From an optimization exercise on the open Yosys and OpenROAD flow, aimed at small area, a short achievable clock period and few clock cycles; shortcuts taken in it are not production practice.
The RTL was checked by simulation tests, not by an equivalence proof against the original design.

File: flow/design.v
module fp_norm_round #(
    parameter W = 28,
    parameter NORMALIZED = 0    
) (
    input                     sign,
    input  signed [11:0]      exp_in,
    input         [W-1:0]     mant,
    input                     sticky_in,
    output reg    [31:0]      result
);
    localparam P = (W <= 32) ? 32 : 64;
    reg [P-1:0] x;
    reg [6:0]   lz;
    always @* begin
        x  = {mant, {(P-W){1'b0}}};
        lz = 7'd0;
        if (NORMALIZED == 0) begin
        if (P == 64) begin
            if (x[P-1:P-32] == 32'd0) begin lz[5] = 1'b1; x = x << 32; end
        end
        if (x[P-1:P-16] == 16'd0) begin lz[4] = 1'b1; x = x << 16; end
        if (x[P-1:P-8]  == 8'd0)  begin lz[3] = 1'b1; x = x << 8;  end
        if (x[P-1:P-4]  == 4'd0)  begin lz[2] = 1'b1; x = x << 4;  end
        if (x[P-1:P-2]  == 2'd0)  begin lz[1] = 1'b1; x = x << 2;  end
        if (x[P-1]      == 1'b0)  begin lz[0] = 1'b1; x = x << 1;  end
        end
    end
    wire               is_zero = (NORMALIZED != 0) ? 1'b0 : ~x[P-1];
    wire [25:0]        m26     = x[P-1:P-26];
    wire               st0     = |x[P-27:0];
    wire signed [11:0] e_n     = exp_in - $signed({5'd0, lz});
    wire               denorm  = (e_n < 12'sd1);
    wire [11:0]        shw     = 12'd1 - e_n;
    wire [4:0]         sh      = !denorm ? 5'd0 : ((shw > 12'd31) ? 5'd31 : shw[4:0]);
    wire [57:0]        ext     = {m26, 32'd0} >> sh;
    wire [25:0]        sh26    = ext[57:32];
    wire               lost    = |ext[31:0];
    wire [23:0] sig   = sh26[25:2];
    wire        guard = sh26[1];
    wire        st    = sh26[0] | lost | st0 | sticky_in;
    wire        rup   = guard & (st | sig[0]);
    wire [7:0]  expf  = denorm ? 8'd0 : e_n[7:0];
    wire [30:0] pk    = {expf, sig[22:0]} + {30'd0, rup};
    always @* begin
        if (is_zero)
            result = {sign, 31'd0};
        else if (e_n >= 12'sd255)
            result = {sign, 8'hFF, 23'd0};
        else
            result = {sign, pk};
    end
endmodule
module fp_mul (
    input  [31:0] a,
    input  [31:0] b,
    output [31:0] y
);
    wire [7:0]  ea = a[30:23];
    wire [7:0]  eb = b[30:23];
    wire [22:0] fa = a[22:0];
    wire [22:0] fb = b[22:0];
    wire        s  = a[31] ^ b[31];
    wire a_nan  = (ea == 8'hFF) && (fa != 23'd0);
    wire b_nan  = (eb == 8'hFF) && (fb != 23'd0);
    wire a_inf  = (ea == 8'hFF) && (fa == 23'd0);
    wire b_inf  = (eb == 8'hFF) && (fb == 23'd0);
    wire a_zero = (ea == 8'h00) && (fa == 23'd0);
    wire b_zero = (eb == 8'h00) && (fb == 23'd0);
    wire [23:0] ma = {ea != 8'h00, fa};
    wire [23:0] mb = {eb != 8'h00, fb};
    wire [7:0]  ea1 = (ea == 8'h00) ? 8'd1 : ea;
    wire [7:0]  eb1 = (eb == 8'h00) ? 8'd1 : eb;
    wire [47:0]        prod = ma * mb;
    wire signed [11:0] e    = $signed({4'd0, ea1}) + $signed({4'd0, eb1}) - 12'sd126;
    wire [31:0] rounded;
    fp_norm_round #(.W(48)) u_round (
        .sign     (s),
        .exp_in   (e),
        .mant     (prod),
        .sticky_in(1'b0),
        .result   (rounded)
    );
    assign y = (a_nan | b_nan | (a_inf & b_zero) | (b_inf & a_zero)) ? 32'h7FC00000 :
               (a_inf | b_inf)   ? {s, 8'hFF, 23'd0} :
               (a_zero | b_zero) ? {s, 31'd0} :
               rounded;
endmodule
module fp_add (
    input  [31:0] a,
    input  [31:0] b,
    input         sub,
    output [31:0] y
);
    wire [31:0] bb = {b[31] ^ sub, b[30:0]};
    wire a_nan = (a[30:23] == 8'hFF) && (a[22:0] != 23'd0);
    wire b_nan = (bb[30:23] == 8'hFF) && (bb[22:0] != 23'd0);
    wire a_inf = (a[30:23] == 8'hFF) && (a[22:0] == 23'd0);
    wire b_inf = (bb[30:23] == 8'hFF) && (bb[22:0] == 23'd0);
    wire        swap = bb[30:0] > a[30:0];
    wire [31:0] big  = swap ? bb : a;
    wire [31:0] sml  = swap ? a : bb;
    wire [7:0]  eb_raw = big[30:23];
    wire [7:0]  es_raw = sml[30:23];
    wire [7:0]  e_big  = (eb_raw == 8'h00) ? 8'd1 : eb_raw;
    wire [7:0]  e_sml  = (es_raw == 8'h00) ? 8'd1 : es_raw;
    wire [23:0] m_big  = {eb_raw != 8'h00, big[22:0]};
    wire [23:0] m_sml  = {es_raw != 8'h00, sml[22:0]};
    wire [7:0]  d      = e_big - e_sml;
    wire [27:0] a_ext = {1'b0, m_big, 3'b000};
    wire [27:0] s_ext = {1'b0, m_sml, 3'b000};
    wire [4:0]  dsh   = (d >= 8'd28) ? 5'd31 : d[4:0];
    wire [55:0] s_sh  = {s_ext, 28'd0} >> dsh;
    wire [27:0] s_al  = s_sh[55:28] | {27'd0, |s_sh[27:0]};
    wire        eff_sub = big[31] ^ sml[31];
    wire [27:0] sum     = eff_sub ? (a_ext - s_al) : (a_ext + s_al);
    wire        sign    = (sum == 28'd0) ? (a[31] & bb[31]) : big[31];
    wire signed [11:0] e = $signed({4'd0, e_big}) + 12'sd1;
    wire [31:0] rounded;
    fp_norm_round #(.W(28)) u_round (
        .sign     (sign),
        .exp_in   (e),
        .mant     (sum),
        .sticky_in(1'b0),
        .result   (rounded)
    );
    assign y = (a_nan | b_nan | (a_inf & b_inf & (a[31] != bb[31]))) ? 32'h7FC00000 :
               a_inf ? a :
               b_inf ? bb :
               rounded;
endmodule
module fp_div (
    input             clk,
    input             load,
    input             iter,
    input      [31:0] a,
    input      [31:0] b,
    output     [31:0] y
);
    wire [7:0]  eb   = b[30:23];
    wire [23:0] mb   = {eb != 8'h00, b[22:0]};
    reg  [23:0] xb;
    reg  [4:0]  lzb;
    always @* begin
        xb  = mb;
        lzb = 5'd0;
        if (xb[23:8] == 16'd0) begin lzb[4] = 1'b1; xb = xb << 16; end
        if (xb[23:16] == 8'd0) begin lzb[3] = 1'b1; xb = xb << 8;  end
        if (xb[23:20] == 4'd0) begin lzb[2] = 1'b1; xb = xb << 4;  end
        if (xb[23:22] == 2'd0) begin lzb[1] = 1'b1; xb = xb << 2;  end
        if (xb[23] == 1'b0)    begin lzb[0] = 1'b1; xb = xb << 1;  end
    end
    reg  [23:0]        dvs;       
    reg  signed [11:0] deb;       
    always @(posedge clk) begin
        dvs <= xb;
        deb <= $signed({4'd0, (eb == 8'h00) ? 8'd1 : eb}) - $signed({7'd0, lzb});
    end
    wire [26:0] d27  = {3'b000, dvs};
    wire [26:0] nd27 = ~d27 + 27'd1;
    wire [7:0]  ea   = a[30:23];
    wire [23:0] ma   = {ea != 8'h00, a[22:0]};
    reg  [23:0] xa;
    reg  [4:0]  lza;
    always @* begin
        xa  = ma;
        lza = 5'd0;
        if (xa[23:8] == 16'd0) begin lza[4] = 1'b1; xa = xa << 16; end
        if (xa[23:16] == 8'd0) begin lza[3] = 1'b1; xa = xa << 8;  end
        if (xa[23:20] == 4'd0) begin lza[2] = 1'b1; xa = xa << 4;  end
        if (xa[23:22] == 2'd0) begin lza[1] = 1'b1; xa = xa << 2;  end
        if (xa[23] == 1'b0)    begin lza[0] = 1'b1; xa = xa << 1;  end
    end
    wire        lt   = xa < dvs;
    wire [26:0] x27  = lt ? {2'b00, xa, 1'b0} : {3'b000, xa};
    wire signed [11:0] e0 = $signed({4'd0, (ea == 8'h00) ? 8'd1 : ea}) - $signed({7'd0, lza})
                          - deb + 12'sd127 - (lt ? 12'sd1 : 12'sd0);
    reg  [26:0]        ws, wc;
    reg  [24:0]        qp, qn;
    reg  signed [11:0] e;
    reg                a_nan, a_inf, a_zero, sa;
    reg [26:0] s, c, m;
    reg [4:0]  h;
    reg [5:0]  dp, dn;
    reg        cin;
    integer    i;
    always @* begin
        s = ws;
        c = wc;
        for (i = 0; i < 6; i = i + 1) begin
            s = s << 1;
            c = c << 1;
            h = s[26:22] + c[26:22];
            if (!h[4]) begin                  
                dp[5 - i] = 1'b1; dn[5 - i] = 1'b0;
                m = ~d27; cin = 1'b1;
            end else if (h == 5'b11111) begin  
                dp[5 - i] = 1'b0; dn[5 - i] = 1'b0;
                m = 27'd0; cin = 1'b0;
            end else begin                    
                dp[5 - i] = 1'b0; dn[5 - i] = 1'b1;
                m = d27; cin = 1'b0;
            end
            {s, c} = {s ^ c ^ m, ((s & c) | (s & m) | (c & m)) << 1 | {26'd0, cin}};
        end
    end
    always @(posedge clk) begin
        if (load) begin
            ws     <= x27;
            wc     <= nd27;
            qp     <= 25'd1;
            qn     <= 25'd0;
            e      <= e0;
            a_nan  <= (ea == 8'hFF) && (a[22:0] != 23'd0);
            a_inf  <= (ea == 8'hFF) && (a[22:0] == 23'd0);
            a_zero <= (ea == 8'h00) && (a[22:0] == 23'd0);
            sa     <= a[31];
        end else if (iter) begin
            ws <= s;
            wc <= c;
            qp <= {qp[18:0], dp};
            qn <= {qn[18:0], dn};
        end
    end
    wire [26:0] wf   = ws + wc;
    wire        neg  = wf[26];
    wire [24:0] qc   = qp + ~qn + {24'd0, ~neg};
    wire        stk  = neg ? (wf != nd27) : (wf != 27'd0);
    wire [31:0] rounded;
    fp_norm_round #(.W(26), .NORMALIZED(1)) u_round (
        .sign     (sa ^ b[31]),
        .exp_in   (e),
        .mant     ({qc, 1'b0}),
        .sticky_in(stk),
        .result   (rounded)
    );
    wire b_nan  = (eb == 8'hFF) && (b[22:0] != 23'd0);
    wire b_inf  = (eb == 8'hFF) && (b[22:0] == 23'd0);
    wire b_zero = (eb == 8'h00) && (b[22:0] == 23'd0);
    wire s_y    = sa ^ b[31];
    assign y = (a_nan | b_nan | (a_inf & b_inf) | (a_zero & b_zero)) ? 32'h7FC00000 :
               (a_inf | b_zero) ? {s_y, 8'hFF, 23'd0} :
               (a_zero | b_inf) ? {s_y, 31'd0} :
               rounded;
endmodule
module biquad_fc (
    input             clk,
    input             rst_n,        
    input             coef_we,
    input      [2:0]  coef_sel,
    input      [31:0] coef_data,
    input             hist_clr,     
    input             in_valid,
    output            in_ready,
    input      [31:0] in_l,
    input      [31:0] in_r,
    output reg        out_valid,
    output     [31:0] out_l,
    output     [31:0] out_r
);
    localparam [31:0] F_ONE  = 32'h3F800000;
    localparam [31:0] F_ZERO = 32'h00000000;
    reg [31:0] b0, b1, b2, a0, a1, a2;
    reg [31:0] xl0, xl1, xl2, yl1, yl2;
    reg [31:0] xr0, xr1, xr2, yr1, yr2;
    reg [31:0] sl, sr, ql, qr;
    reg [31:0] p;
    assign out_l = yl1;
    assign out_r = yr1;
    reg [3:0] slot;
    reg       rdy;
    reg       v_nxt;    
    reg       v_cur;    
    reg       v_prv;    
    assign in_ready = rdy;
    wire accept = rdy & in_valid;
    reg [31:0] mul_a, mul_b;
    always @* begin
        case (slot)
            4'd0:    begin mul_a = a1; mul_b = yl1; end
            4'd1:    begin mul_a = a2; mul_b = v_prv ? yr1 : yr2; end
            4'd2:    begin mul_a = b2; mul_b = xr2; end
            4'd3:    begin mul_a = b0; mul_b = xl0; end
            4'd4:    begin mul_a = b1; mul_b = xl1; end
            4'd5:    begin mul_a = a1; mul_b = yr1; end
            4'd6:    begin mul_a = a2; mul_b = v_cur ? yl1 : yl2; end
            4'd7:    begin mul_a = b2; mul_b = xl2; end
            4'd8:    begin mul_a = b0; mul_b = xr0; end
            default: begin mul_a = b1; mul_b = xr1; end
        endcase
    end
    wire [31:0] mul_y;
    fp_mul u_mul (.a(mul_a), .b(mul_b), .y(mul_y));
    wire        add_left = (slot == 4'd1) || (slot == 4'd2) || (slot == 4'd5) || (slot == 4'd8);
    wire        add_sub  = (slot == 4'd1) || (slot == 4'd2) || (slot == 4'd6) || (slot == 4'd7);
    wire [31:0] add_a    = add_left ? sl : sr;
    wire [31:0] add_b    = (slot == 4'd2) ? ql : (slot == 4'd7) ? qr : p;
    wire [31:0] add_y;
    fp_add u_add (.a(add_a), .b(add_b), .sub(add_sub), .y(add_y));
    wire        div_load = (slot == 4'd3) || (slot == 4'd8);
    wire        div_iter = !div_load;
    wire [31:0] div_y;
    fp_div u_div (
        .clk (clk),
        .load(div_load),
        .iter(div_iter),
        .a   ((slot == 4'd3) ? sl : sr),
        .b   (a0),
        .y   (div_y)
    );
    always @(posedge clk) begin
        p <= mul_y;
        case (slot)
            4'd1, 4'd2, 4'd5, 4'd8: sl <= add_y;
            4'd4:                   sl <= p;
            default: ;
        endcase
        case (slot)
            4'd0, 4'd3, 4'd6, 4'd7: sr <= add_y;
            4'd9:                   sr <= p;
            default: ;
        endcase
        if (slot == 4'd7) ql <= p;
        if (slot == 4'd2) qr <= p;
        if (slot == 4'd2) begin
            xl0 <= in_l;
            xr0 <= in_r;
        end
        if (!rst_n) begin
            slot      <= 4'd0;
            rdy       <= 1'b0;
            v_nxt     <= 1'b0;
            v_cur     <= 1'b0;
            v_prv     <= 1'b0;
            out_valid <= 1'b0;
            b0 <= F_ONE;  b1 <= F_ZERO; b2 <= F_ZERO;
            a0 <= F_ONE;  a1 <= F_ZERO; a2 <= F_ZERO;
            xl1 <= F_ZERO; xl2 <= F_ZERO; yl1 <= F_ZERO; yl2 <= F_ZERO;
            xr1 <= F_ZERO; xr2 <= F_ZERO; yr1 <= F_ZERO; yr2 <= F_ZERO;
        end else begin
            slot      <= (slot == 4'd9) ? 4'd0 : slot + 4'd1;
            rdy       <= (slot == 4'd1);
            out_valid <= (slot == 4'd3) && v_prv;
            if (slot == 4'd2) v_nxt <= accept;
            if (slot == 4'd9) begin
                v_prv <= v_cur;
                v_cur <= v_nxt;
                v_nxt <= 1'b0;
            end
            if (coef_we) begin
                case (coef_sel)
                    3'd0: b0 <= coef_data;
                    3'd1: b1 <= coef_data;
                    3'd2: b2 <= coef_data;
                    3'd3: a0 <= coef_data;
                    3'd4: a1 <= coef_data;
                    3'd5: a2 <= coef_data;
                    default: ;
                endcase
            end
            if (hist_clr) begin
                xl1 <= F_ZERO; xl2 <= F_ZERO; yl1 <= F_ZERO; yl2 <= F_ZERO;
                xr1 <= F_ZERO; xr2 <= F_ZERO; yr1 <= F_ZERO; yr2 <= F_ZERO;
            end else begin
                if (slot == 4'd7 && v_nxt) begin
                    xl2 <= xl1;
                    xl1 <= xl0;
                end
                if (slot == 4'd8 && v_cur) begin
                    yl2 <= yl1;
                    yl1 <= div_y;
                end
                if (slot == 4'd2 && v_cur) begin
                    xr2 <= xr1;
                    xr1 <= xr0;
                end
                if (slot == 4'd3 && v_prv) begin
                    yr2 <= yr1;
                    yr1 <= div_y;
                end
            end
        end
    end
endmodule
File: flow/run.sh
#!/bin/bash
# synth_recipe.tcl (not shown) runs the flow's synth.tcl, then flattens the netlist and writes it again
# the make line also repeats each setting of config.mk as NAME=value (left out here)
make -C /OpenROAD-flow-scripts/flow DESIGN_CONFIG=/design/flow/config.mk WORK_HOME=/design/flow/orfs CLKGATE_MAP_FILE= SYNTH_SCRIPT=/design/flow/synth_recipe.tcl finish
File: flow/config.mk
export PLATFORM = sky130hd
export DESIGN_NAME = biquad_fc
export DESIGN_NICKNAME = biquad_fc
export VERILOG_FILES = /design/flow/design.v
export SDC_FILE = /design/flow/constraint.sdc
export NUM_CORES = 4
export LEC_CHECK = 0
export ABC_AREA = 1
export CAP_MARGIN = 20
export CORE_MARGIN = 2
export CORE_UTILIZATION = 40
export PLACE_DENSITY = 0.6
export SLEW_MARGIN = 20
File: flow/constraint.sdc
create_clock -name core_clock -period 45.0 [get_ports {clk}]
set_input_delay 9.0000 -clock core_clock [delete_from_list [all_inputs] [get_ports {clk}]]
set_output_delay 9.0000 -clock core_clock [all_outputs]
set_load 0.01 [all_outputs]
==> results_dict.tcl, run 1 <==
set metrics [dict create \
    ant_nets 0 \
    yosysWarnings 5 \
    vias 82400 \
    yosys.area.top_type_share_pct 15.3 \
    use_met3_pct 4.16 \
    path_buf_inv 21 \
    hp-start "u_div.qp[10]" \
    synth_fp_nets 13400 \
    synth_top_area_cell "fa_1" \
    whs_endpoint "u_div.qp[16]" \
    grt_pass1_vias 79600 \
    hp-class "reg2reg" \
    ff2ff_path_depth 99 \
    finClkSkew_ns 0.0678 \
    io_pins 170 \
    clk_path_buf_depth 3 \
    rows 167 \
    post_route_cells_drive_above_1_share_pct 3.76 \
    clock_latency_ns 0.74 \
    first_pass_iters 7 \
    slew_headroom_pct 21.5 \
    vias_per_cell 5.53 \
    clock-root-buffer "clkbuf_16" \
    ys_seq_area_share_pct 22.5 \
    port_buffers 169 \
    dieArea_um2 212000 \
    overflow 0 \
    synth_ff_type "dfxtp_1" \
    antenna_found_initial 5 \
    grt_most_used_layer "met2" \
    clkTransAtPathRegs_ns 0.07 \
    coreArea_um2 207000 \
    drv_cap 0 \
    final-max-slew-violation-count 0 \
    hold_buffers 0 \
    cts_setup_buffers 0 \
    cpMostUsedCell "nand2_1" \
    synth_cells 12200 \
    whs_ns 0.437 \
    grt_pass1_wl_um 488000 \
    path_max_fanout 50 \
    wl_per_cell_um 21.7 \
    start_util_pct 40.2 \
    tritoncts "built" \
    finalCriticalPeriod_ns 22.84 \
    synth.cell_area_um2 83300 \
    timing.final.crit_share_pct 50.8 \
    crit_path_end_kind "register" \
    r2r-start "slot[2]" \
    cp.required_ns 45.61 \
    grt_setup_unrepaired "no" \
    dp_hpwl_um 252000 \
    worst_pin_slew_ns 1.17 \
    async_flop_share_pct 0 \
    met1_usage_pct 37.6 \
    gr-usage-met2_pct 49.3 \
    fin_tns_setup_ns 0 \
    drtIter0Drc 7986 \
    place_congestion 0.993 \
    crit_family "simple AND/OR/NAND/NOR gates" \
    fin_nets 13200 \
    arrival_ns 23.46 \
    worstSetupStartpointType "register" \
    synth-edff-count 208 \
    post_cts_resized 0 \
    htree_num_levels 3 \
    netlist_top_cells_area "fa_1, dfxtp_1, nand2_1" \
    critPathKind "reg2reg" \
    route.detailed.drc 0 \
    die_y_um 460 \
    synth_area_per_cell_um2 6.80 \
    grt_max_degree 196 \
    hold_violations 0 \
    fin_ws_ns 22.16 \
    dp_slack_ns 21.77 \
    yosysUniqueCellTypes 82 \
    grt_usage_pct 29.8 \
    cp_slowest_cell "clkinv_1" \
    routed_wl_um 323000 \
    timing.rr.end "p[12]" \
    outcome "complete, no violations" \
    cts_buffers 92 \
    syn2layout_area_growth_pct 8.24 \
    die_x_um 460 \
    reg2reg_slack_ns 22.16 \
    clock-sinks 834 \
    setup_viol 0 \
    hold_depth 2 \
    ys_ff_latch 834 \
    cpPeakStageDelay_ns 0.86 \
    fmax_ghz 0.0438 \
]
-- cells in the mapped netlist (70+ instances only) --
| library cell | n |
|---|---|
| nand4_1 | 153 |
| o21ai_1 | 91 |
| nor2_1 | 1150 |
| edfxtp_1 | 208 |
| nand3_1 | 969 |
| inv_1 | 1676 |
| clkbuf_1 | 502 |
| nand2_1 | 2860 |
| nor3_1 | 70 |
| fa_1 | 635 |
| a21oi_1 | 636 |
| xor2_1 | 165 |
| o21ai_0 | 1320 |
| dfxtp_1 | 626 |
| ha_1 | 420 |
-- per-layer routing --
| layer | part of all wire (%) | vias to the layer above |
|---|---|---|
| met4 | 6.3 | 0 |
| met1 | 41 | 39400 |
| li1 | - | 39000 |
| met3 | 6.6 | 699 |
| met2 | 46 | 3208 |
| met5 | 0 | - |
-- logic make-up (layout without fill, tap and decap cells) --
group           Yosys count  in the layout  synth area share (%)
simple gates           5389           5389                  27.1
compound gates         2372           2372                  15.4
buf+inv                2361           2208                  10.9
fa+ha+maj              1055           1055                  21.6
flops                   834            834                  22.5
xor+xnor                220            220                  2.31
mux                      16             16                 0.192
other cells               0              1                     0
-- area by class of cell --
class | instances | area, um2
antenna | 1 | 2.50
clock buffer | 131 | 2660
clock inverter | 39 | 402
fill | 21400 | 117000
inverter | 1740 | 6540
multi-input combinational | 9052 | 55600
sequential | 834 | 18800
tap | 2788 | 3490
timing repair buffer | 298 | 2680
-- stage by stage --
stage	instance area (um2)	utilization [%]	cells
after floorplan	83300	-	12200
after global placement	87000	42.0	14700
after detailed placement	87000	42.0	14700
after CTS	90100	43.5	14900
after global routing	90100	43.5	14900
final	90100	43.5	14900
-- cell usage in the layout (no fill, tap or decap), types with 208 or more instances in the layout --
master / count
dfxtp_1: 623
a21oi_1: 635
nand3_1: 967
edfxtp_1: 208
nor2_1: 1133
ha_1: 420
nand2_1: 2856
fa_1: 635
o21ai_0: 1315
inv_1: 1670
-- worst max-delay path by stage --
stage                       from            to  slack, ns  depth (start not counted)
finish                   slot[2]         p[12]      22.16                         99
global route             slot[0]        sl[12]      19.89                        113
CTS                      slot[2]         p[22]      21.76                        101
detailed placement       slot[2]         p[22]      21.77                         99
global placement         slot[3]         p[22]      22.24                        101
floorplan           u_div.wc[21]  u_div.ws[16]      28.57                         87
-- tightest hold or removal path: cells and delay by family, from the launching register on --
kind          cells  cell delay, ns
buf+inv           1            0.06
flops             1            0.33
simple gates      1            0.04
Testbench counts, summed over its fixed seeds: cycles 166,432.
==> run 2, diff against run 1 <==
--- a/flow/design.v
+++ b/flow/design.v
@@ -51,6 +51,7 @@
     end
 endmodule
 module fp_mul (
+    input         clk,
     input  [31:0] a,
     input  [31:0] b,
     output [31:0] y
@@ -70,19 +71,28 @@
     wire [23:0] mb = {eb != 8'h00, fb};
     wire [7:0]  ea1 = (ea == 8'h00) ? 8'd1 : ea;
     wire [7:0]  eb1 = (eb == 8'h00) ? 8'd1 : eb;
-    wire [47:0]        prod = ma * mb;
-    wire signed [11:0] e    = $signed({4'd0, ea1}) + $signed({4'd0, eb1}) - 12'sd126;
+    reg  [47:0]        prod;
+    reg  signed [11:0] e;
+    reg                rs, r_nan, r_inf, r_zero;
+    always @(posedge clk) begin
+        prod   <= ma * mb;
+        e      <= $signed({4'd0, ea1}) + $signed({4'd0, eb1}) - 12'sd126;
+        rs     <= s;
+        r_nan  <= a_nan | b_nan | (a_inf & b_zero) | (b_inf & a_zero);
+        r_inf  <= a_inf | b_inf;
+        r_zero <= a_zero | b_zero;
+    end
     wire [31:0] rounded;
     fp_norm_round #(.W(48)) u_round (
-        .sign     (s),
+        .sign     (rs),
         .exp_in   (e),
         .mant     (prod),
         .sticky_in(1'b0),
         .result   (rounded)
     );
-    assign y = (a_nan | b_nan | (a_inf & b_zero) | (b_inf & a_zero)) ? 32'h7FC00000 :
-               (a_inf | b_inf)   ? {s, 8'hFF, 23'd0} :
-               (a_zero | b_zero) ? {s, 31'd0} :
+    assign y = r_nan  ? 32'h7FC00000 :
+               r_inf  ? {rs, 8'hFF, 23'd0} :
+               r_zero ? {rs, 31'd0} :
                rounded;
 endmodule
 module fp_add (
@@ -96,16 +106,17 @@
     wire b_nan = (bb[30:23] == 8'hFF) && (bb[22:0] != 23'd0);
     wire a_inf = (a[30:23] == 8'hFF) && (a[22:0] == 23'd0);
     wire b_inf = (bb[30:23] == 8'hFF) && (bb[22:0] == 23'd0);
+    wire [7:0]  ea1 = (a[30:23] == 8'h00) ? 8'd1 : a[30:23];
+    wire [7:0]  eb1 = (bb[30:23] == 8'h00) ? 8'd1 : bb[30:23];
+    wire [7:0]  dab = ea1 - eb1;
+    wire [7:0]  dba = eb1 - ea1;
     wire        swap = bb[30:0] > a[30:0];
     wire [31:0] big  = swap ? bb : a;
     wire [31:0] sml  = swap ? a : bb;
-    wire [7:0]  eb_raw = big[30:23];
-    wire [7:0]  es_raw = sml[30:23];
-    wire [7:0]  e_big  = (eb_raw == 8'h00) ? 8'd1 : eb_raw;
-    wire [7:0]  e_sml  = (es_raw == 8'h00) ? 8'd1 : es_raw;
-    wire [23:0] m_big  = {eb_raw != 8'h00, big[22:0]};
-    wire [23:0] m_sml  = {es_raw != 8'h00, sml[22:0]};
-    wire [7:0]  d      = e_big - e_sml;
+    wire [7:0]  e_big = swap ? eb1 : ea1;
+    wire [7:0]  d     = swap ? dba : dab;
+    wire [23:0] m_big = {big[30:23] != 8'h00, big[22:0]};
+    wire [23:0] m_sml = {sml[30:23] != 8'h00, sml[22:0]};
     wire [27:0] a_ext = {1'b0, m_big, 3'b000};
     wire [27:0] s_ext = {1'b0, m_sml, 3'b000};
     wire [4:0]  dsh   = (d >= 8'd28) ? 5'd31 : d[4:0];
@@ -113,16 +124,32 @@
     wire [27:0] s_al  = s_sh[55:28] | {27'd0, |s_sh[27:0]};
     wire        eff_sub = big[31] ^ sml[31];
     wire [27:0] sum     = eff_sub ? (a_ext - s_al) : (a_ext + s_al);
-    wire        sign    = (sum == 28'd0) ? (a[31] & bb[31]) : big[31];
-    wire signed [11:0] e = $signed({4'd0, e_big}) + 12'sd1;
-    wire [31:0] rounded;
-    fp_norm_round #(.W(28)) u_round (
-        .sign     (sign),
-        .exp_in   (e),
-        .mant     (sum),
-        .sticky_in(1'b0),
-        .result   (rounded)
-    );
+    wire        zero    = (sum == 28'd0);
+    wire        sign    = zero ? (a[31] & bb[31]) : big[31];
+    wire [31:0] mark = (e_big < 8'd28) ? (32'h80000000 >> e_big[4:0]) : 32'd0;
+    reg  [31:0] xm, xs;
+    reg  [4:0]  lz;
+    always @* begin
+        xm = {sum, 4'd0} | mark;
+        xs = {sum, 4'd0};
+        lz = 5'd0;
+        if (xm[31:16] == 16'd0) begin lz[4] = 1'b1; xm = xm << 16; xs = xs << 16; end
+        if (xm[31:24] == 8'd0)  begin lz[3] = 1'b1; xm = xm << 8;  xs = xs << 8;  end
+        if (xm[31:28] == 4'd0)  begin lz[2] = 1'b1; xm = xm << 4;  xs = xs << 4;  end
+        if (xm[31:30] == 2'd0)  begin lz[1] = 1'b1; xm = xm << 2;  xs = xs << 2;  end
+        if (xm[31] == 1'b0)     begin lz[0] = 1'b1; xm = xm << 1;  xs = xs << 1;  end
+    end
+    wire        normal = xs[31];
+    wire [7:0]  expf   = normal ? (e_big + 8'd1 - {3'd0, lz}) : 8'd0;
+    wire [23:0] sig    = xs[31:8];
+    wire        guard  = xs[7];
+    wire        st     = |xs[6:4];
+    wire        rup    = guard & (st | sig[0]);
+    wire [30:0] pk     = {expf, sig[22:0]} + {30'd0, rup};
+    wire        ovf    = sum[27] & (e_big == 8'd254);
+    wire [31:0] rounded = zero ? {sign, 31'd0} :
+                          ovf  ? {sign, 8'hFF, 23'd0} :
+                                 {sign, pk};
     assign y = (a_nan | b_nan | (a_inf & b_inf & (a[31] != bb[31]))) ? 32'h7FC00000 :
                a_inf ? a :
                b_inf ? bb :
@@ -289,38 +316,38 @@
         endcase
     end
     wire [31:0] mul_y;
-    fp_mul u_mul (.a(mul_a), .b(mul_b), .y(mul_y));
-    wire        add_left = (slot == 4'd1) || (slot == 4'd2) || (slot == 4'd5) || (slot == 4'd8);
-    wire        add_sub  = (slot == 4'd1) || (slot == 4'd2) || (slot == 4'd6) || (slot == 4'd7);
+    fp_mul u_mul (.clk(clk), .a(mul_a), .b(mul_b), .y(mul_y));
+    wire        add_left = (slot == 4'd2) || (slot == 4'd3) || (slot == 4'd6) || (slot == 4'd9);
+    wire        add_sub  = (slot == 4'd2) || (slot == 4'd3) || (slot == 4'd7) || (slot == 4'd8);
     wire [31:0] add_a    = add_left ? sl : sr;
-    wire [31:0] add_b    = (slot == 4'd2) ? ql : (slot == 4'd7) ? qr : p;
+    wire [31:0] add_b    = (slot == 4'd3) ? ql : (slot == 4'd8) ? qr : p;
     wire [31:0] add_y;
     fp_add u_add (.a(add_a), .b(add_b), .sub(add_sub), .y(add_y));
-    wire        div_load = (slot == 4'd3) || (slot == 4'd8);
+    wire        div_load = (slot == 4'd4) || (slot == 4'd9);
     wire        div_iter = !div_load;
     wire [31:0] div_y;
     fp_div u_div (
         .clk (clk),
         .load(div_load),
         .iter(div_iter),
-        .a   ((slot == 4'd3) ? sl : sr),
+        .a   ((slot == 4'd4) ? sl : sr),
         .b   (a0),
         .y   (div_y)
     );
     always @(posedge clk) begin
         p <= mul_y;
         case (slot)
-            4'd1, 4'd2, 4'd5, 4'd8: sl <= add_y;
-            4'd4:                   sl <= p;
+            4'd2, 4'd3, 4'd6, 4'd9: sl <= add_y;
+            4'd5:                   sl <= p;
             default: ;
         endcase
         case (slot)
-            4'd0, 4'd3, 4'd6, 4'd7: sr <= add_y;
-            4'd9:                   sr <= p;
+            4'd1, 4'd4, 4'd7, 4'd8: sr <= add_y;
+            4'd0:                   sr <= p;
             default: ;
         endcase
-        if (slot == 4'd7) ql <= p;
-        if (slot == 4'd2) qr <= p;
+        if (slot == 4'd8) ql <= p;
+        if (slot == 4'd3) qr <= p;
         if (slot == 4'd2) begin
             xl0 <= in_l;
             xr0 <= in_r;
@@ -339,7 +366,7 @@
         end else begin
             slot      <= (slot == 4'd9) ? 4'd0 : slot + 4'd1;
             rdy       <= (slot == 4'd1);
-            out_valid <= (slot == 4'd3) && v_prv;
+            out_valid <= (slot == 4'd4) && v_prv;
             if (slot == 4'd2) v_nxt <= accept;
             if (slot == 4'd9) begin
                 v_prv <= v_cur;
@@ -365,7 +392,7 @@
                     xl2 <= xl1;
                     xl1 <= xl0;
                 end
-                if (slot == 4'd8 && v_cur) begin
+                if (slot == 4'd9 && v_cur) begin
                     yl2 <= yl1;
                     yl1 <= div_y;
                 end
@@ -373,7 +400,7 @@
                     xr2 <= xr1;
                     xr1 <= xr0;
                 end
-                if (slot == 4'd3 && v_prv) begin
+                if (slot == 4'd4 && v_prv) begin
                     yr2 <= yr1;
                     yr1 <= div_y;
                 end
==> flow/flow/run.sh (new file) <==
#!/bin/bash
set -euo pipefail
bash standard.sh SETUP_SLACK_MARGIN=30 finish > make.log 2>&1
==> flow/standard.sh (new file) <==
#!/bin/bash
# synth_recipe.tcl (not shown) runs the flow's synth.tcl, then flattens the netlist and writes it again
# the make line also repeats each setting of config.mk as NAME=value (left out here)
make -C /OpenROAD-flow-scripts/flow DESIGN_CONFIG=/design/flow/config.mk WORK_HOME=/design/flow/orfs CLKGATE_MAP_FILE= SYNTH_SCRIPT=/design/flow/synth_recipe.tcl "${@:-finish}"
removed: flow/run.sh
==> run 2 against run 1 <==
  * Maximum frequency up 60%
  * Synthesized cell count down 1.9%
  * Still clean
  * Setup slack better by 8.6 ns
==> results_dict.tcl, run 2 <==
set metrics [dict create \
    die_x_um 461 \
    grt_pass1_wl_um 487000 \
    top_register "u_mul.prod" \
    fmax_ghz 0.0700 \
    wl_per_cell_um 22.3 \
    arrival_ns 14.97 \
    worst_pin_slew_ns 1.24 \
    slew_headroom_pct 16.7 \
    post-synth-top-count-cell "nand2_1" \
    dieArea_um2 212000 \
    grt_max_degree 108 \
    synth_fp_nets 13200 \
    dp_hpwl_um 251000 \
    drv_cap 0 \
    fin_area_um2 92800 \
    overflow 0 \
    clkTransAtPathRegs_ns 0.06 \
    timing.rr.end "u_div.ws[7]" \
    fin_tns_setup_ns 0 \
    crit_path_end_kind "register" \
    startpoint "u_div.wc[21]" \
    synth.cell_area_um2 83500 \
    final-max-slew-violation-count 0 \
    post_route_cells_drive_above_1_share_pct 5.55 \
    synth_ff_type "dfxtp_1" \
    cp.required_ns 45.68 \
    grt_setup_unrepaired "yes" \
    start_util_pct 40.3 \
    hp-class "reg2reg" \
    cpPeakStageDelay_ns 0.56 \
    yosys.area.top_type_share_pct 16.6 \
    largest_reg_flops 48 \
    die_y_um 461 \
    async_flop_share_pct 0 \
    route.detailed.drc 0 \
    yosysWarnings 6 \
    cp_slowest_cell "fa_1" \
    fin_nets 13100 \
    routed_wl_um 330000 \
    worstSetupStartpointType "register" \
    cpMostUsedCell "inv_1" \
    clk_path_buf_depth 3 \
    finalCriticalPeriod_ns 14.29 \
    reg2reg_slack_ns 30.71 \
    tritoncts "built" \
    path_max_fanout 15 \
    coreArea_um2 207000 \
    first_pass_iters 7 \
    rows 167 \
    synth_cells 12000 \
    finClkSkew_ns 0.105 \
    clock_latency_ns 0.79 \
    htree_num_levels 3 \
    yosysUniqueCellTypes 72 \
    ys_top_cells_by_count "nand2_1, inv_1, o21ai_0" \
    timing.final.crit_share_pct 31.7 \
    r2r-start "u_div.wc[21]" \
    synth_area_per_cell_um2 6.95 \
    ys_ff_latch 898 \
    layout_commonest_cell "nand2_1" \
    hold_violations 0 \
    grt_usage_pct 30.2 \
    synth_top_area_cell "dfxtp_1" \
    grt_pass1_vias 77800 \
    ys_seq_area_share_pct 24.0 \
    outcome "complete, no violations" \
    antenna_found_initial 23 \
    crit_end "u_div.ws[7]" \
    syn2layout_area_growth_pct 11.2 \
    io_pins 170 \
    ant_nets 0 \
    critPathKind "reg2reg" \
    place_congestion 1.02 \
    vias 82000 \
    port_buffers 169 \
    clock-root-buffer "clkbuf_16" \
    ff2ff_path_depth 84 \
    hold_buffers 0 \
    setup_viol 0 \
    synth-edff-count 208 \
    place_area_um2 87400 \
    layout_common_cells "nand2_1, inv_1, o21ai_0" \
    clock-sinks 898 \
    vias_per_cell 5.53 \
    netlist_top_cells_area "dfxtp_1, fa_1, nand2_1" \
    cts_buffers 103 \
    drtIter0Drc 8101 \
]
run 2: cell types whose count changed after synthesis, moves of 17 or more:
cell	before	now
a21oi_1	636	687
a221oi_1	35	69
buf_2	44	27
dfxtp_1	626	690
inv_1	1676	1790
nand2_1	2860	2662
nand3_1	969	526
nor2_1	1150	1226
nor4_1	53	76
o21ai_0	1320	1379
o21ai_1	91	49
o21bai_1	19	37
run 2: kinds of logic after synthesis:
family | after synthesis | synth area share [%]
AND/OR/NAND/NOR | 4865 | 24.1
AO/OA/AOI/OAI | 2482 | 16.2
buffers and inverters | 2457 | 11.3
adder cells (fa/ha/maj) | 1065 | 21.7
flip-flops | 898 | 24.0
XOR/XNOR | 223 | 2.34
multiplexers | 25 | 0.300
run 2: repair_timing:
| item | CTS | global route |
|---|---|---|
| hold endpoints to repair | 0 | 0 |
| resized for setup | 112 | 134 |
| setup buffers | 29 | 50 |
| endpoints found under the setup margin | 117 | 119 |
| cloned | 13 | 11 |
| pin swaps | 24 | 51 |
run 2: metal layers:
layer,routed length [um],share of wire (%),track usage [%]
met3,25300,7.7,4.47
met1,137000,42,39.2
met2,148000,45,48.3
met4,19300,5.8,16.0
met5,24,0.0073,0
run 2: worst max-delay path, delay by kind of cell, from the launching register on:
family / cells / cell delay (ns)
adder cells (fa/ha/maj): 18 / 5.89
AND/OR/NAND/NOR: 22 / 2.73
buffers and inverters: 24 / 2.35
AO/OA/AOI/OAI: 15 / 2.08
XOR/XNOR: 5 / 0.72
flip-flops: 1 / 0.37
run 2: how the worst min path moves through the flow:
stage | from | endpoint | slack (ns) | depth (start not counted)
detailed placement | u_div.qp[8] | u_div.qp[14] | 0.42 | 2
global route | u_div.qp[15] | u_div.qp[21] | 0.45 | 2
floorplan | u_mul.rs | p[31] | 0.39 | 2
CTS | u_div.qp[15] | u_div.qp[21] | 0.43 | 2
finish | u_div.qp[15] | u_div.qp[21] | 0.43 | 2
global placement | u_div.qp[15] | u_div.qp[21] | 0.42 | 2
run 2: final cells by class:
| class | instances | area [um2] |
|---|---|---|
| Clock buffer | 151 | 2940 |
| Timing Repair inverter | 2 | 16.3 |
| Sequential cell | 898 | 20100 |
| Inverter | 1849 | 7080 |
| Clock inverter | 44 | 547 |
| Fill cell | 21400 | 114000 |
| Timing Repair Buffer | 392 | 3620 |
| Tap cell | 2788 | 3490 |
| Multi-Input combinational cell | 8677 | 55000 |
| Antenna cell | 14 | 35.0 |
run 2: per-stage QoR:
stage          hold slack, ns  util [%]  setup slack (ns)  cells
2_1_floorplan           0.388         -             30.00  12000
3_3_place_gp            0.421      42.2             26.82  14500
3_5_place_dp            0.421      42.2             26.62  14500
4_1_cts                 0.429      44.2             30.00  14700
5_1_grt                 0.454      44.8             29.92  14800
6_report                0.427      44.8             30.71  14800
Testbench counts of run 2, summed over its fixed seeds: cycles 166,440.
==> run 3, diff against run 2 <==
==> flow/flow/run.sh (replaced) <==
#!/bin/bash
set -euo pipefail
bash standard.sh SETUP_SLACK_MARGIN=33 finish > make.log 2>&1
--- a/flow/config.mk
+++ b/flow/config.mk
@@ -11,3 +11,4 @@
 export CORE_UTILIZATION = 40
 export PLACE_DENSITY = 0.6
 export SLEW_MARGIN = 20
+export TNS_END_PERCENT = 0
==> run 3 against run 2 <==
  * Maximum frequency rose by 6.8%
  * Flip-flop and latch count did not move
  * Count of clock-buffer cells in the layout fell by 3
  * Critical path depth fell by 11
==> results_dict.tcl, run 3 <==
set metrics [dict create \
    cp.depth 73 \
    clkTransAtPathRegs_ns 0.07 \
    finalCriticalPeriod_ns 13.38 \
    dieArea_um2 212000 \
    placed_cells 14500 \
    syn2layout_area_growth_pct 12.4 \
    cpPeakStageDelay_ns 0.58 \
    netlist_top_cells_area "dfxtp_1, fa_1, nand2_1" \
    cts_buffers 103 \
    grt_pass1_vias 78900 \
    dp_hpwl_um 255000 \
    worst_pin_slew_ns 1.23 \
    cp.required_ns 45.66 \
    die_x_um 461 \
    synth_cells 12000 \
    antenna_found_initial 24 \
    tritoncts "built" \
    path_max_fanout 7 \
    clock_latency_ns 0.78 \
    finClkSkew_ns 0.0675 \
    coreArea_um2 207000 \
    start_util_pct 40.3 \
    synth_top_area_cell "dfxtp_1" \
    hold_depth 0 \
    route.detailed.drc 0 \
    fillCellCount 21500 \
    worstSetupStartpointType "register" \
    post-synth-top-count-cell "nand2_1" \
    yosysUniqueCellTypes 72 \
    grt_pass1_wl_um 493000 \
    ys_top_cells_by_count "nand2_1, inv_1, o21ai_0" \
    timing.final.crit_share_pct 29.7 \
    synth_ff_type "dfxtp_1" \
    fin_nets 13200 \
    grt_max_degree 111 \
    largest_reg_flops 48 \
    multi_input_area_um2 55400 \
    fmax_ghz 0.0748 \
    synth.cell_area_um2 83500 \
    synth_fp_nets 13200 \
    layout_commonest_cell "nand2_1" \
    overflow 0 \
    htree_num_levels 3 \
    place_congestion 0.982 \
    path_buf_inv 16 \
    async_flop_share_pct 0 \
    vias_per_cell 5.50 \
    yosys.area.top_type_share_pct 16.6 \
    grt_usage_pct 30.6 \
    clock-root-buffer "clkbuf_16" \
    rows 167 \
    synth-edff-count 208 \
    die_y_um 461 \
    hp-class "reg2reg" \
    yosysWarnings 6 \
    post_route_cells_drive_above_1_share_pct 6.73 \
    io_pins 170 \
    port_buffers 169 \
    slew_headroom_pct 16.9 \
    cp_slowest_cell "fa_1" \
    clk_path_buf_depth 3 \
    first_pass_iters 6 \
    clock-sinks 898 \
    ff2ff_path_depth 73 \
    final-max-slew-violation-count 0 \
    drv_cap 0 \
    seq_area_um2 20100 \
    top_register "u_mul.prod" \
    vias 81800 \
    drtIter0Drc 7667 \
    fin_tns_setup_ns 0 \
    setup_viol 0 \
    critPathKind "reg2reg" \
    synth_area_per_cell_um2 6.95 \
    reg2reg_slack_ns 31.62 \
    ys_seq_area_share_pct 24.0 \
    arrival_ns 14.03 \
    grt_setup_unrepaired "yes" \
    outcome "complete, no violations" \
    layout_common_cells "nand2_1, inv_1, o21ai_0" \
    hold_violations 0 \
    cpMostUsedCell "nand2_8" \
    crit_path_end_kind "register" \
    routed_wl_um 334000 \
    crit_family "adder cells" \
    ys_ff_latch 898 \
    layoutNonFillerInstCount 14900 \
    wl_per_cell_um 22.4 \
    ant_nets 0 \
]
==> run 3: layout make-up <==
class	instances	share of cell area, %
multi-input combinational	8683	59.0
sequential	898	21.4
inverter	1849	7.58
timing repair buffer	446	4.30
tap	2788	3.72
clock buffer	148	3.22
clock inverter	45	0.609
timing repair inverter	8	0.101
antenna	8	0.0213
==> run 3: path summary, 6_finish.rpt <==
check,to,startpoint
min reg2reg,ql[16],p[16]
max,u_div.ws[17],u_div.ws[21]
max reg2reg,u_div.ws[17],u_div.ws[21]
min,ql[16],p[16]
==> run 3: routing by layer <==
| metal | wire [um] | global-route usage [%] | vias to the layer above | share of wire [%] |
|---|---|---|---|---|
| li1 | - | - | 38500 | - |
| met3 | 24500 | 4.84 | 729 | 7.3 |
| met2 | 152000 | 49.4 | 3229 | 46 |
| met5 | 116 | 0 | - | 0.035 |
| met4 | 20700 | 17.1 | 16 | 6.2 |
| met1 | 137000 | 38.9 | 39300 | 41 |
==> run 3: kinds of logic (layout without fill, tap and decap cells) <==
family | Yosys count | in the layout | share of synthesized area (%)
muxes | 25 | 25 | 0.300
buffers and inverters | 2457 | 2496 | 11.3
adders and majority gates | 1065 | 1065 | 21.7
and+or+nand+nor | 4865 | 4888 | 24.1
other | 0 | 8 | 0
xor gates and xnor gates | 223 | 223 | 2.34
AOI/OAI and AO/OA | 2482 | 2482 | 16.2
DFF | 898 | 898 | 24.0
==> run 3: repair_timing <==
action,4_1_cts,5_1_grt
buffers inserted,89,43
endpoints found under the setup margin,159,213
gates resized for setup,171,146
pin swaps,74,84
hold buffers,0,0
gates cloned,21,11
==> run 3: metrics by stage <==
step           setup WS, ns  util (%)  hold WS (ns)  area (um2)
2_1_floorplan         31.56         -         0.388       83800
3_3_place_gp          28.04      42.2         0.424       87600
3_5_place_dp          27.69      42.3         0.424       87600
4_1_cts               31.45      44.8         0.434       92800
5_1_grt               30.93      45.3         0.453       93800
6_report              31.62      45.3         0.429       93800
==> run 4, diff against run 3 <==
--- a/flow/config.mk
+++ b/flow/config.mk
@@ -8,7 +8,7 @@
 export ABC_AREA = 1
 export CAP_MARGIN = 20
 export CORE_MARGIN = 2
-export CORE_UTILIZATION = 40
-export PLACE_DENSITY = 0.6
+export CORE_UTILIZATION = 55
+export PLACE_DENSITY = 0.7
 export SLEW_MARGIN = 20
 export TNS_END_PERCENT = 0
==> run 4 against run 3 <==
  * Area after synthesis unchanged
  * Still clean
  * Core utilization increased by 16 points
  * Register-to-register slack got worse by 0.82 ns
  * First-iteration DRC count increased by 30%
  * Count of clock-buffer cells in the layout decreased by 18
  * Routed wire length decreased by 5.4%
==> results_dict.tcl, run 4 <==
set metrics [dict create \
    post-synth-top-count-cell "nand2_1" \
    netlist_top_cells_area "dfxtp_1, fa_1, nand2_1" \
    place_congestion 1.01 \
    htree_num_levels 3 \
    clk_path_buf_depth 3 \
    gr-usage-met2_pct 61.3 \
    start_util_pct 55.5 \
    use_met3_pct 8.29 \
    route.detailed.drc 0 \
    clkTransAtPathRegs_ns 0.07 \
    largest_reg_flops 48 \
    wl_per_cell_um 22.5 \
    async_flop_share_pct 0 \
    clock-root-buffer "clkbuf_16" \
    first_pass_iters 7 \
    dieArea_um2 155000 \
    grt_max_degree 111 \
    hp-class "reg2reg" \
    grt_setup_unrepaired "yes" \
    setup_viol 0 \
    outcome "complete, no violations" \
    cpMostUsedCell "nand2_8" \
    cts_buffers 98 \
    rows 142 \
    critPathKind "reg2reg" \
    drtIter0Drc 9948 \
    grt_usage_pct 39.6 \
    fin_tns_setup_ns 0 \
    yosysUniqueCellTypes 72 \
    cp.required_ns 45.67 \
    dp_hpwl_um 240000 \
    ys_seq_area_share_pct 24.0 \
    layout_commonest_cell "nand2_1" \
    io_pins 170 \
    hold_violations 0 \
    synth_top_area_cell "dfxtp_1" \
    drv_cap 0 \
    ant_nets 0 \
    grt_pass1_vias 80100 \
    placed_cells 13700 \
    top_register "u_mul.prod" \
    cpPeakStageDelay_ns 0.59 \
    synth_area_per_cell_um2 6.95 \
    synth-edff-count 208 \
    post_route_cells_drive_above_1_share_pct 5.33 \
    finalCriticalPeriod_ns 14.19 \
    syn2layout_area_growth_pct 9.48 \
    timing.final.crit_share_pct 31.5 \
    fillCellCount 14100 \
    fin_nets 13100 \
    finClkSkew_ns 0.127 \
    ys_ff_latch 898 \
    ys_top_cells_by_count "nand2_1, inv_1, o21ai_0" \
    fmax_ghz 0.0705 \
    vias_per_cell 5.95 \
    clock_latency_ns 0.79 \
    synth.cell_area_um2 83500 \
    met1_usage_pct 50.8 \
    coreArea_um2 150000 \
    path_max_fanout 16 \
    die_x_um 394 \
    die_y_um 394 \
    arrival_ns 14.86 \
    crit_path_end_kind "register" \
    whs_ns 0.429 \
    port_buffers 169 \
    routed_wl_um 316000 \
    final-max-slew-violation-count 0 \
    synth_fp_nets 13200 \
    synth_ff_type "dfxtp_1" \
    tritoncts "built" \
    hold_buffers 0 \
    overflow 0 \
    vias 83300 \
    grt_pass1_wl_um 476000 \
    worst_pin_slew_ns 1.20 \
    yosys.area.top_type_share_pct 16.6 \
    grt_most_used_layer "met2" \
    slew_headroom_pct 19.3 \
    cp_slowest_cell "fa_1" \
    layoutNonFillerInstCount 14000 \
    synth_cells 12000 \
    worstSetupStartpointType "register" \
    layout_common_cells "nand2_1, inv_1, o21ai_0" \
    clock-sinks 898 \
    antenna_found_initial 24 \
    yosysWarnings 6 \
]
## run 4: cell types whose count changed in the layout (fill, tap and decap cells not counted), moves of 8 or more
| cell | before | now |
|---|---|---|
| buf_4 | 250 | 181 |
| o21ai_0 | 1294 | 1338 |
| o21ai_1 | 107 | 83 |
| nor2_1 | 1188 | 1204 |
| o21ai_2 | 26 | 11 |
| inv_1 | 1763 | 1776 |
| diode_2 | 8 | 20 |
| nor2_2 | 29 | 18 |
| inv_2 | 45 | 35 |
| clkbuf_8 | 19 | 10 |
| clkbuf_16 | 108 | 100 |
| clkinv_2 | 15 | 23 |
## run 4: critical path: cells and delay by family, from the launching register on
family | cells | cell delay, ns
fa+ha+maj | 18 | 6.09
simple gates | 24 | 3.10
compound gates | 15 | 2.28
buf+inv | 19 | 1.53
xor+xnor | 5 | 0.69
flops | 1 | 0.38
## run 4: worst paths after layout
check | cells past startpoint | endpoint | from | slack [ns]
min | 2 | p[31] | u_mul.rs | 0.43
max reg2reg | 81 | u_div.ws[17] | u_div.wc[21] | 30.81
min reg2reg | 2 | p[31] | u_mul.rs | 0.43
max | 81 | u_div.ws[17] | u_div.wc[21] | 30.81
## run 4: final cells by class
cell class              count  area [um2]  area share (%)
clock buffers             130        2720            2.97
repair inverters            4        30.0          0.0329
diodes                     20        50.0          0.0548
well taps                2016        2520            2.76
repair buffers            364        3310            3.62
multi-input cells        8676       54900            60.1
flip-flops and latches    898       20100            22.0
inverters                1849        7080            7.75
clock inverters            56         697           0.763
## run 4: timing repair
| action | CTS | global route |
|---|---|---|
| pin swaps | 30 | 20 |
| buffers inserted | 42 | 14 |
| endpoints found under the setup margin | 162 | 205 |
| cloned | 16 | 6 |
| gates resized for setup | 103 | 41 |
## run 4: logic make-up (layout without fill, tap and decap cells)
kind of cell	after synthesis	count (layout)	synth area share [%]
and+or+nand+nor	4865	4881	24.1
other	0	20	0
AOI/OAI and AO/OA	2482	2482	16.2
adders and majority gates	1065	1065	21.7
xor gates and xnor gates	223	223	2.34
buffers and inverters	2457	2403	11.3
muxes	25	25	0.300
DFF	898	898	24.0
## run 4: metal layers
layer	vias up	wire length, um
li1	38300	-
met4	4	21900
met3	1064	34600
met2	4703	138000
met1	39200	121000
met5	-	25
## run 4: through the flow
| step | setup WS [ns] | area (um2) | util [%] |
|---|---|---|---|
| after CTS | 30.84 | 90900 | 60.5 |
| after global routing | 29.97 | 91400 | 60.8 |
| after floorplan | 31.56 | 83800 | - |
| after global placement | 27.85 | 86500 | 57.6 |
| after detailed placement | 27.88 | 86500 | 57.6 |
| final | 30.81 | 91400 | 60.8 |
==> run 5, diff against run 4 <==
==> flow/flow/run.sh (replaced) <==
#!/bin/bash
set -euo pipefail
bash standard.sh SETUP_SLACK_MARGIN=36 finish > make.log 2>&1
--- a/flow/config.mk
+++ b/flow/config.mk
@@ -8,7 +8,7 @@
 export ABC_AREA = 1
 export CAP_MARGIN = 20
 export CORE_MARGIN = 2
-export CORE_UTILIZATION = 55
-export PLACE_DENSITY = 0.7
+export CORE_UTILIZATION = 40
+export PLACE_DENSITY = 0.6
 export SLEW_MARGIN = 20
 export TNS_END_PERCENT = 0
==> run 5 against run 4 <==
  * Sequential share of layout area shrank 0.57 points
  * Die area rose by 37%
  * Routed wire length up 5.7%
  * Cell area rose by 2.7%
  * Clock skew fell by 0.059 ns
  * Still clean on timing, DRC and antenna
  * Area after synthesis did not move
  * Register-to-register slack gained 0.82 ns
  * Count of clock-buffer cells in the layout rose by 18
  * Flip-flop and latch count stayed put
  * Setup slack better by 0.82 ns
  * Synthesized cell count is the same
==> results_dict.tcl, run 5 <==
set metrics [dict create \
    routed_wl_um 334000 \
    fmax_ghz 0.0748 \
    route.detailed.drc 0 \
    path_buf_inv 16 \
    async_flop_share_pct 0 \
    fillCellCount 21500 \
    layout_commonest_cell "nand2_1" \
    path_max_fanout 7 \
    cp.depth 73 \
    ant_nets 0 \
    place_congestion 0.982 \
    start_util_pct 40.3 \
    synth_ff_type "dfxtp_1" \
    synth_area_per_cell_um2 6.95 \
    io_pins 170 \
    clk_path_buf_depth 3 \
    multi_input_area_um2 55400 \
    vias 81800 \
    hold_depth 0 \
    r2r-start "u_div.ws[21]" \
    cts_buffers 103 \
    ys_top_cells_by_count "nand2_1, inv_1, o21ai_0" \
    seq_area_um2 20100 \
    syn2layout_area_growth_pct 12.4 \
    largest_reg_flops 48 \
    netlist_top_cells_area "dfxtp_1, fa_1, nand2_1" \
    wl_per_cell_um 22.4 \
    slew_headroom_pct 16.9 \
    fin_util_pct 45.3 \
    die_y_um 461 \
    synth_cells 12000 \
    htree_num_levels 3 \
    clock_latency_ns 0.78 \
    timing.final.crit_share_pct 29.7 \
    clock-root-buffer "clkbuf_16" \
    first_pass_iters 6 \
    arrival_ns 14.03 \
    synth-edff-count 208 \
    coreArea_um2 207000 \
    grt_pass1_wl_um 493000 \
    dp_hpwl_um 255000 \
    cp.required_ns 45.66 \
    grt_usage_pct 30.6 \
    finClkSkew_ns 0.0675 \
    crit_family "adder cells" \
    dieArea_um2 212000 \
    hold_violations 0 \
    synth_top_area_cell "dfxtp_1" \
    critPathKind "reg2reg" \
    outcome "complete, no violations" \
    cp_slowest_cell "fa_1" \
    synth.cell_area_um2 83500 \
    antenna_found_initial 24 \
    port_buffers 169 \
    yosysWarnings 6 \
    clock-sinks 898 \
    grt_pass1_vias 78900 \
    clkTransAtPathRegs_ns 0.07 \
    final-max-slew-violation-count 0 \
    timing.rr.end "u_div.ws[17]" \
    tritoncts "built" \
    grt_setup_unrepaired "yes" \
    synth_fp_nets 13200 \
    die_x_um 461 \
    worst_pin_slew_ns 1.23 \
    setup_viol 0 \
    yosysUniqueCellTypes 72 \
    top_register "u_mul.prod" \
    worstSetupStartpointType "register" \
    hp-start "p[16]" \
    reg2reg_slack_ns 31.62 \
    fin_tns_setup_ns 0 \
    drtIter0Drc 7667 \
    crit_path_end_kind "register" \
    drv_cap 0 \
    hp-class "reg2reg" \
    layout_common_cells "nand2_1, inv_1, o21ai_0" \
    whs_endpoint "ql[16]" \
    rows 167 \
    grt_max_degree 111 \
    cpMostUsedCell "nand2_8" \
    overflow 0 \
    ys_seq_area_share_pct 24.0 \
    post_route_cells_drive_above_1_share_pct 6.73 \
    post-synth-top-count-cell "nand2_1" \
    ff2ff_path_depth 73 \
    finalCriticalPeriod_ns 13.38 \
    vias_per_cell 5.50 \
    cpPeakStageDelay_ns 0.58 \
    yosys.area.top_type_share_pct 16.6 \
    ys_ff_latch 898 \
    fin_nets 13200 \
]
==> run 5: cell counts after synthesis <==
No cell type changed its count.
==> run 5: cells by family after synthesis <==
| family | share of synthesized area [%] |
|---|---|
| AOI/OAI and AO/OA | 16.2 |
| muxes | 0.300 |
| buffers and inverters | 11.3 |
| and+or+nand+nor | 24.1 |
| xor gates and xnor gates | 2.34 |
| DFF | 24.0 |
| adders and majority gates | 21.7 |
==> run 5: worst max path at each step <==
stage                             from            to  slack, ns
final                     u_div.ws[21]  u_div.ws[17]      31.62
after CTS                 u_div.wc[21]  u_div.ws[22]      31.45
after global routing           slot[1]        sl[30]      30.93
after detailed placement       slot[0]        sl[30]      27.69
after floorplan           u_div.ws[24]  u_div.ws[20]      31.56
after global placement         slot[0]        sl[30]      28.04
==> run 5: layer usage <==
metal	part of all wire (%)	up-vias	GRT usage, %
met2	46	3229	49.4
met4	6.2	16	17.1
li1	-	38500	-
met1	41	39300	38.9
met3	7.3	729	4.84
met5	0.035	-	0
==> run 5: worst reg2reg max path, delay by kind of cell, from the launching register on <==
family	cells	cell delay [ns]
buf+inv	16	1.54
compound gates	15	2.20
simple gates	22	2.77
xor+xnor	4	0.64
flops	1	0.35
fa+ha+maj	16	5.78
==> run 5: cell type report <==
type | instances | area share [%]
diodes | 8 | 0.0213
clock buffers | 148 | 3.22
clock inverters | 45 | 0.609
inverters | 1849 | 7.58
multi-input cells | 8683 | 59.0
flip-flops and latches | 898 | 21.4
well taps | 2788 | 3.72
repair buffers | 446 | 4.30
repair inverters | 8 | 0.101
==> run 5: per-stage QoR <==
| step | setup WS, ns | hold WS, ns | area, um2 | instances |
|---|---|---|---|---|
| after floorplan | 31.56 | 0.388 | 83800 | 12000 |
| after detailed placement | 27.69 | 0.424 | 87600 | 14500 |
| after global routing | 30.93 | 0.453 | 93800 | 14900 |
| final | 31.62 | 0.429 | 93800 | 14900 |
| after global placement | 28.04 | 0.424 | 87600 | 14500 |
| after CTS | 31.45 | 0.434 | 92800 | 14800 |
==> run 5: timing repair <==
| item | 4_1_cts | 5_1_grt |
|---|---|---|
| endpoints found under the setup margin | 742 | 744 |
| pin swaps | 74 | 84 |
| resized for setup | 171 | 146 |
| hold buffers | 0 | 0 |
| setup buffers | 89 | 43 |
| cloned | 21 | 11 |
==> run 6, diff against run 5 <==
==> flow/flow/run.sh (replaced) <==
#!/bin/bash
set -euo pipefail
bash standard.sh SETUP_SLACK_MARGIN=33 finish > make.log 2>&1
--- a/flow/config.mk
+++ b/flow/config.mk
@@ -6,9 +6,9 @@
 export NUM_CORES = 4
 export LEC_CHECK = 0
 export ABC_AREA = 1
-export CAP_MARGIN = 20
+export CAP_MARGIN = 0
 export CORE_MARGIN = 2
 export CORE_UTILIZATION = 40
 export PLACE_DENSITY = 0.6
-export SLEW_MARGIN = 20
+export SLEW_MARGIN = 0
 export TNS_END_PERCENT = 0
==> run 6 against run 5 <==
  * Still clean
  * Global-route usage about the same
  * Register-to-register slack got worse by 0.05 ns
  * Via count up 0.27%
  * Count of clock-buffer cells in the layout down 1
  * Largest cell class unchanged
==> results_dict.tcl, run 6 <==
set metrics [dict create \
    clkTransAtPathRegs_ns 0.06 \
    hp-class "reg2reg" \
    critPathKind "reg2reg" \
    timing.final.crit_share_pct 29.8 \
    yosys.area.top_type_share_pct 16.6 \
    htree_num_levels 3 \
    synth_fp_nets 13200 \
    layout_commonest_cell "nand2_1" \
    synth-edff-count 208 \
    grt_max_degree 111 \
    synth_area_per_cell_um2 6.95 \
    path_buf_inv 21 \
    dieArea_um2 212000 \
    path_max_fanout 10 \
    finalCriticalPeriod_ns 13.43 \
    overflow 0 \
    synth_cells 12000 \
    seq_area_um2 20100 \
    post-synth-top-count-cell "nand2_1" \
    finClkSkew_ns 0.0988 \
    setup_viol 0 \
    die_y_um 461 \
    port_buffers 169 \
    multi_input_area_um2 55500 \
    hold_violations 0 \
    post_route_cells_drive_above_1_share_pct 6.86 \
    drv_cap 0 \
    arrival_ns 14.05 \
    gr-usage-met2_pct 49.6 \
    layout_common_cells "nand2_1, inv_1, o21ai_0" \
    clock_latency_ns 0.77 \
    grt_pass1_wl_um 493000 \
    dp_hpwl_um 254000 \
    vias 82000 \
    route.detailed.drc 0 \
    worst_pin_slew_ns 1.27 \
    drtIter0Drc 7874 \
    netlist_top_cells_area "dfxtp_1, fa_1, nand2_1" \
    fmax_ghz 0.0745 \
    use_met3_pct 4.64 \
    slew_headroom_pct 14.7 \
    fillCellCount 21400 \
    cpPeakStageDelay_ns 0.53 \
    fin_tns_setup_ns 0 \
    cts_buffers 105 \
    cp_slowest_cell "fa_1" \
    grt_most_used_layer "met2" \
    synth_top_area_cell "dfxtp_1" \
    final-max-slew-violation-count 0 \
    fin_nets 13200 \
    grt_usage_pct 30.6 \
    crit_family "adder cells" \
    synth.cell_area_um2 83500 \
    ys_ff_latch 898 \
    ys_top_cells_by_count "nand2_1, inv_1, o21ai_0" \
    antenna_found_initial 25 \
    tritoncts "built" \
    cp.required_ns 45.62 \
    fin_util_pct 45.3 \
    clk_path_buf_depth 3 \
    io_pins 170 \
    grt_pass1_vias 78800 \
    ys_seq_area_share_pct 24.0 \
    grt_setup_unrepaired "yes" \
    async_flop_share_pct 0 \
    start_util_pct 40.3 \
    place_congestion 0.982 \
    worstSetupStartpointType "register" \
    outcome "complete, no violations" \
    vias_per_cell 5.51 \
    clock-root-buffer "clkbuf_16" \
    wl_per_cell_um 22.5 \
    synth_ff_type "dfxtp_1" \
    first_pass_iters 7 \
    crit_path_end_kind "register" \
    routed_wl_um 335000 \
    syn2layout_area_growth_pct 12.5 \
    clock-sinks 898 \
    largest_reg_flops 48 \
    die_x_um 461 \
    coreArea_um2 207000 \
    top_register "u_mul.prod" \
    yosysWarnings 6 \
    ant_nets 0 \
    rows 167 \
    met1_usage_pct 39.3 \
    yosysUniqueCellTypes 72 \
]
==> run 6: per-stage QoR <==
stage	hold WS [ns]	std cells	worst slack (ns)	area [um2]
floorplan	0.388	12000	31.56	83800
global placement	0.424	14500	28.04	87600
detailed placement	0.423	14500	27.71	87600
CTS	0.433	14800	31.42	92600
global route	0.453	14900	30.85	93900
finish	0.430	14900	31.57	93900
==> run 6: layout make-up <==
class,count,area share (%)
Tap cell,2788,3.71
Clock inverter,52,0.648
Multi-Input combinational cell,8685,59.0
Inverter,1849,7.57
Clock buffer,147,3.16
Timing Repair inverter,9,0.127
Antenna cell,7,0.0187
Sequential cell,898,21.4
Timing Repair Buffer,454,4.33
==> run 6: worst reg2reg max path: cells and delay by family (launching register included) <==
kind,cells,cell delay [ns]
flip-flops,1,0.35
buffers and inverters,21,1.86
AND/OR/NAND/NOR,23,2.89
XOR/XNOR,4,0.67
AO/OA/AOI/OAI,14,1.80
adder cells (fa/ha/maj),17,5.72
==> run 6: worst paths after layout <==
check | from | to | slack, ns | depth (start not counted)
worst max-delay path | u_div.wc[21] | u_div.ws[14] | 31.57 | 79
worst min-delay path | u_div.qp[14] | u_div.qp[20] | 0.43 | 2
worst max register to register | u_div.wc[21] | u_div.ws[14] | 31.57 | 79
worst min register to register | u_div.qp[14] | u_div.qp[20] | 0.43 | 2
==> run 6: what timing repair did <==
action,CTS,global route
gates resized for setup,186,135
cloned,22,12
setup buffers,66,78
hold buffers,0,0
setup endpoints to repair,158,207
pin swaps,80,99
==> run 6: cells by family after synthesis <==
family          after synthesis  share of synthesized area, %
compound gates             2482                          16.2
fa+ha+maj                  1065                          21.7
flops                       898                          24.0
xor+xnor                    223                          2.34
buf+inv                    2457                          11.3
simple gates               4865                          24.1
mux                          25                         0.300
==> run 6: layer usage <==
| metal | vias up | wire length [um] |
|---|---|---|
| met5 | - | 149 |
| met4 | 16 | 20900 |
| met3 | 776 | 24900 |
| met2 | 3459 | 152000 |
| met1 | 39200 | 137000 |
| li1 | 38600 | - |

==> port drivers added, routing unchanged <==
In the flow no input, the clock included, has a driving cell. The finished layouts below were timed again as built, in two steps.
Step 1 (the two cells are an assumption about what drives the block):
set clk [get_ports {clk}]
set_driving_cell -lib_cell sky130_fd_sc_hd__clkbuf_16 $clk
set_driving_cell -lib_cell sky130_fd_sc_hd__buf_2 [delete_from_list [all_inputs] $clk]
Step 2 times the ports against the registers' clock, not the clock port: input delays grow and output delays shrink by t, the midpoint of the rising clock arrivals with the driver on.
Three values: ideal, step 1, step 2; two values: the first two.
run | t (ns) | setup slack, ns | worst hold slack (ns) | worst setup path at the end | worst register clock-pin slew, ns
run 1 | 0.790 | 22.159 / 22.159 / 22.159 | 0.437 / 0.437 / 0.437 | register to register | 0.07 / 0.07
run 2 | 0.833 | 30.714 / 30.714 / 30.714 | 0.427 / 0.427 / 0.427 | register to register | 0.08 / 0.08
run 3 | 0.826 | 31.624 / 31.624 / 31.624 | 0.429 / 0.429 / 0.429 | register to register | 0.07 / 0.07
run 4 | 0.801 | 30.807 / 30.807 / 30.807 | 0.429 / 0.429 / 0.429 | register to register | 0.08 / 0.08
run 5 | 0.826 | 31.624 / 31.624 / 31.624 | 0.429 / 0.429 / 0.429 | register to register | 0.07 / 0.07
run 6 | 0.813 | 31.572 / 31.572 / 31.572 | 0.430 / 0.430 / 0.430 | register to register | 0.08 / 0.08
After both steps every run listed still meets setup and hold.
